From an optimization exercise on the open Yosys and OpenROAD flow, aimed at small area; shortcuts taken in it are not production practice.
Only simulation tests tie the RTL to the original design; equivalence was not proved.
No activity file was given, so power comes from the tool's default toggle rates. The flow treats the clock pin as an ideal source, which a real chip does not have.

== alpha ==
==> flow/design.v (excerpt) <==
module emtb_rx (
    input  wire        clk,
    input  wire        rst,             
    input  wire        in_valid,
    input  wire [7:0]  in_data,
    output reg         snap_valid,
    output reg         snap_upd,
    output reg  [31:0] current_motor,
    output reg  [31:0] current_in,
    output reg  [15:0] duty,
    output reg  [31:0] rpm,
    output reg  [15:0] v_in,
    output reg  [31:0] ah,
    output reg  [31:0] ah_charged,
    output reg  [31:0] tach_abs,
    output reg         err_upd,
    output wire [3:0]  err_code,
    output wire [1:0]  err_sub,
    output reg  [15:0] err_info,
    output reg  [15:0] cnt_overflow,
    output reg  [15:0] cnt_checksum,
    output reg  [15:0] cnt_incomplete,
    output reg  [15:0] cnt_unknown_id
);
Size: ~1600 cells after synthesis, ~580 flip-flops, about 320 I/O pins, roughly 0.020 mm^2 of cells after synthesis.
==> flow/config.mk <==
export PLATFORM = sky130hd
export DESIGN_NAME = emtb_rx
export DESIGN_NICKNAME = emtb_rx
export VERILOG_FILES = /design/flow/design.v
export SDC_FILE = /design/flow/constraint.sdc
export NUM_CORES = 4
export LEC_CHECK = 0
export CAP_MARGIN = 20
export CORE_MARGIN = 2
export CORE_UTILIZATION = 65
export PLACE_DENSITY = 0.75
export SLEW_MARGIN = 20
==> flow/constraint.sdc <==
create_clock -name core_clock -period 10.0 [get_ports {clk}]
set_input_delay 2.0000 -clock core_clock [delete_from_list [all_inputs] [get_ports {clk}]]
set_output_delay 2.0000 -clock core_clock [all_outputs]
set_load 0.01 [all_outputs]
standard.sh (not shown) runs the stock make flow with config.mk's settings and CLKGATE_MAP_FILE= SYNTH_SCRIPT=/design/flow/synth_recipe.tcl, a recipe that flattens the netlist after the stock synthesis.
==> flow/flow/run.sh <==
#!/bin/bash
# Standard layout with two changes: the port buffers are the smallest buffer
# (buf_1) and clock tree synthesis inserts no dummy loads.
set -euo pipefail
export BUFFER_PORTS_ARGS="-buffer_cell sky130_fd_sc_hd__buf_1"
export CTS_ARGS="-sink_clustering_enable -repair_clock_nets -dont_use_dummy_load -buf_list sky130_fd_sc_hd__clkbuf_4 -sink_clustering_size 10 -sink_clustering_max_diameter 60"
bash standard.sh > standard_make.log 2>&1
The inputs of beta differ from those of alpha as listed below.
==> flow/flow/run.sh <==
#!/bin/bash
# Standard layout with two changes: the port buffers are the smallest buffer
# (buf_1) and clock tree synthesis inserts no dummy loads.
set -euo pipefail
export BUFFER_PORTS_ARGS="-buffer_cell sky130_fd_sc_hd__buf_1"
export CTS_ARGS="-sink_clustering_enable -repair_clock_nets -dont_use_dummy_load -buf_list sky130_fd_sc_hd__clkbuf_16 -sink_clustering_size 25 -sink_clustering_max_diameter 60"
bash standard.sh > standard_make.log 2>&1
==> notes.md <==
Per the comparison of beta with alpha, routed wire length about even; filler cell count in the final layout decreased 83; required arrival time at the worst endpoint lost 0.20 ns; switching power shows an increase of about 0.9%.
beta went all the way through the flow, and no timing, DRC or antenna check failed.
Initial antenna violation count on beta is down relative to alpha.
Changes in gamma relative to beta:
==> flow/flow/run.sh <==
#!/bin/bash
# Standard layout with two changes: the port buffers are the smallest buffer
# (buf_1) and clock tree synthesis inserts no dummy loads.
set -euo pipefail
export BUFFER_PORTS_ARGS="-buffer_cell sky130_fd_sc_hd__buf_1"
export CTS_ARGS="-sink_clustering_enable -repair_clock_nets -dont_use_dummy_load -buf_list sky130_fd_sc_hd__clkbuf_16 -sink_clustering_size 35 -sink_clustering_max_diameter 100"
bash standard.sh > standard_make.log 2>&1
### Flow results
The final layouts of gamma and beta pass the timing, design-rule and antenna checks. On number of instances in the synthesized netlist, gamma and beta are neck and neck. Re shortest clock period the worst path allows after layout: gamma is 0.096 ns down on beta. Diff gamma..beta | summed instance area of the synthesized netlist | unchanged. Sort gamma and beta by cell count asc -> top: gamma. Across both runs, smallest setup slack after layout was higher for gamma than for beta. gamma reports a lower register-to-register slack than beta does.
[inputs] delta vs gamma
==> flow/flow/run.sh <==
#!/bin/bash
# Standard layout with two changes: the port buffers are the smallest buffer
# (buf_1) and clock tree synthesis inserts no dummy loads.
set -euo pipefail
export BUFFER_PORTS_ARGS="-buffer_cell sky130_fd_sc_hd__buf_1"
export CTS_ARGS="-sink_clustering_enable -repair_clock_nets -dont_use_dummy_load -buf_list sky130_fd_sc_hd__clkbuf_8 -sink_clustering_size 16 -sink_clustering_max_diameter 50"
bash standard.sh > standard_make.log 2>&1
==> notes.md <==
- Summary of delta over gamma: register-to-register slack shrank by 0.02 ns, slew at the pin closest to its max-slew limit held steady.
- Re global-route usage: gamma and delta aren't equal, and the higher value belongs to delta.
- gamma → delta: sequential cell area share has decreased; wire length of the first global-routing pass has increased; clock network latency to the later pin of the worst-skew pair has increased; number of cells produced by synthesis has remained practically unchanged.
- Clock period minus worst slack for delta: 0.0062 ns up relative to gamma
- | area overhead of the layout relative to synthesis | higher: delta |
- [compare] base=gamma new=delta: antenna violation net count after detailed routing about even; wire length rose about 1.2%.


job 101:
Another version of the RTL of emtb_rx (not shown whole).
Size in the first run: ~580 flip-flops, about 320 I/O pins, ~19000 um^2 of cells after synthesis.
==> flow/config.mk <==
export PLATFORM = sky130hd
export DESIGN_NAME = emtb_rx
export DESIGN_NICKNAME = emtb_rx
export VERILOG_FILES = /design/flow/design.v
export SDC_FILE = /design/flow/constraint.sdc
export NUM_CORES = 4
export LEC_CHECK = 0
export CAP_MARGIN = 20
export CORE_MARGIN = 2
export CORE_UTILIZATION = 75
export PLACE_DENSITY = 0.85
export SLEW_MARGIN = 20
==> flow/constraint.sdc <==
create_clock -name core_clock -period 10.0 [get_ports {clk}]
set_input_delay 2.0000 -clock core_clock [delete_from_list [all_inputs] [get_ports {clk}]]
set_output_delay 2.0000 -clock core_clock [all_outputs]
set_load 0.01 [all_outputs]
==> flow/flow/run.sh <==
#!/bin/bash
# Standard layout with two changes: the port buffers are the smallest buffer
# (buf_1) and clock tree synthesis inserts no dummy loads.
set -euo pipefail
export BUFFER_PORTS_ARGS="-buffer_cell sky130_fd_sc_hd__buf_1"
export CTS_ARGS="-sink_clustering_enable -repair_clock_nets -dont_use_dummy_load -buf_list sky130_fd_sc_hd__clkbuf_8 -sink_clustering_size 16 -sink_clustering_max_diameter 50"
bash standard.sh > standard_make.log 2>&1
Job 101 | stages: all done | timing, DRC, antenna: all pass
diff inputs: job 101 => job 102
Settings: PLACE_DENSITY changed from 0.85 to 0.75; CORE_UTILIZATION changed from 75 to 65.
==> flow/flow/run.sh <==
#!/bin/bash
# Standard layout with two changes: the port buffers are the smallest buffer
# (buf_1) and clock tree synthesis inserts no dummy loads.
set -euo pipefail
export BUFFER_PORTS_ARGS="-buffer_cell sky130_fd_sc_hd__buf_1"
export CTS_ARGS="-sink_clustering_enable -repair_clock_nets -dont_use_dummy_load -buf_list sky130_fd_sc_hd__clkbuf_8 -sink_clustering_size 20 -sink_clustering_max_diameter 50"
bash standard.sh > standard_make.log 2>&1
--- outcome ---
Both conditions hold for job 102: the flow ran to the end and the final layout passed the timing, design-rule and antenna checks.
First-iteration DRC count of job 102 falls short of that of job 101 by a few percent.
Cmp job 102 vs job 101: row count higher in job 102
Job 102 has less setup slack than job 101.
[job 102 vs job 101] fmax: lower in job 102
Here is what was changed in the inputs of job 103 compared with job 102.
==> flow/flow/run.sh <==
#!/bin/bash
# Standard layout with two changes: the port buffers are the smallest buffer
# (buf_1) and clock tree synthesis inserts no dummy loads.
set -euo pipefail
export BUFFER_PORTS_ARGS="-buffer_cell sky130_fd_sc_hd__buf_1"
export CTS_ARGS="-sink_clustering_enable -repair_clock_nets -dont_use_dummy_load -buf_list sky130_fd_sc_hd__clkbuf_4 -sink_clustering_size 8 -sink_clustering_max_diameter 40"
bash standard.sh > standard_make.log 2>&1
--- outcome ---
- Diff job 102 and job 103: initial antenna violation count lower in job 102
- Per the comparison of job 103 with job 102, switching power as a share of total power shows an increase of 0.68 points; cell area shows no meaningful change; power dissipated by switching net loads shows an increase of about 4%; total power divided by cell area shows an increase of 1.7 nW/um^2.
- The run with more routed wire is job 103, not job 102.
- Diff job 102 and job 103: clock group power higher in job 103
- Where largest vdd supply drop is concerned, job 102 is better than job 103.
- For the global-route usage over all layers, job 103 came in 0.52 points higher than job 102 did.
What job 104 does differently from job 103 at the input level:
==> flow/flow/run.sh <==
#!/bin/bash
# Standard layout with two changes: the port buffers are the smallest buffer
# (buf_1) and clock tree synthesis inserts no dummy loads.
set -euo pipefail
export BUFFER_PORTS_ARGS="-buffer_cell sky130_fd_sc_hd__buf_1"
export CTS_ARGS="-sink_clustering_enable -repair_clock_nets -dont_use_dummy_load -buf_list sky130_fd_sc_hd__clkbuf_8 -sink_clustering_size 16 -sink_clustering_max_diameter 50"
bash standard.sh > standard_make.log 2>&1
Job 104: done, clean on timing, DRC and antenna. | areal power density over the cells | job 104 vs job 103 | 0.41% lower |. Job 104 vs. job 103: global-route usage over all layers shrank by 0.46 points; total power shrank by 0.51%; non-clock buffer instance count of the final layout neither gained nor lost much; part of the power in the clock network -0.4 points. Job 104 vs. job 103: cell area did not really move, TritonCTS buffer count went down, total number of H-tree levels went down.

## static timing again, ports no longer ideal
The flow's constraints put no driver on any port. The routed layouts listed below were extracted and timed again, unchanged, in two steps. Step 1 (the two cells are an assumption about what drives the block):
set clk [get_ports {clk}]
set_driving_cell -lib_cell sky130_fd_sc_hd__clkbuf_16 $clk
set_driving_cell -lib_cell sky130_fd_sc_hd__buf_2 [delete_from_list [all_inputs] $clk]
Step 2 moves the port delays by t, midway between the first and last clock arrival at a register: inputs arrive t later, outputs are due t later. That takes back most of the time a late clock gives input paths. Slacks: no drivers / after step 1 / after step 2; pairs: no drivers / after step 1.
run | t (ns) | slack for setup (ns) | hold WS [ns] | latest minus earliest clock arrival (ns) | worst slew at a driven data input, ns
alpha | 0.716 | 4.016 / 4.011 / 3.295 | 0.420 / 0.420 / 0.420 | 0.095 / 0.096 | 0.06
beta | 0.560 | 3.812 / 3.819 / 3.259 | 0.459 / 0.459 / 0.459 | 0.054 / 0.054 | 0.06
gamma | 0.584 | 3.908 / 3.916 / 3.333 | 0.488 / 0.488 / 0.488 | 0.049 / 0.049 | 0.06
delta | 0.609 | 3.902 / 3.901 / 3.292 | 0.458 / 0.458 / 0.458 | 0.062 / 0.062 | 0.06
job 101 | 0.590 | 4.247 / 4.272 / 3.683 | 0.439 / 0.439 / 0.439 | 0.085 / 0.085 | 0.03
job 102 | 0.606 | 4.198 / 4.227 / 3.621 | 0.467 / 0.467 / 0.467 | 0.062 / 0.062 | 0.05
job 103 | 0.713 | 4.378 / 4.409 / 3.696 | 0.435 / 0.435 / 0.435 | 0.158 / 0.158 | 0.05
job 104 | 0.595 | 4.210 / 4.239 / 3.644 | 0.465 / 0.465 / 0.465 | 0.083 / 0.082 | 0.05
After both steps setup and hold are still met in every run listed. The setup slack of alpha, which loses most, moves by -0.005 ns with the drivers and by -0.721 ns with both steps.
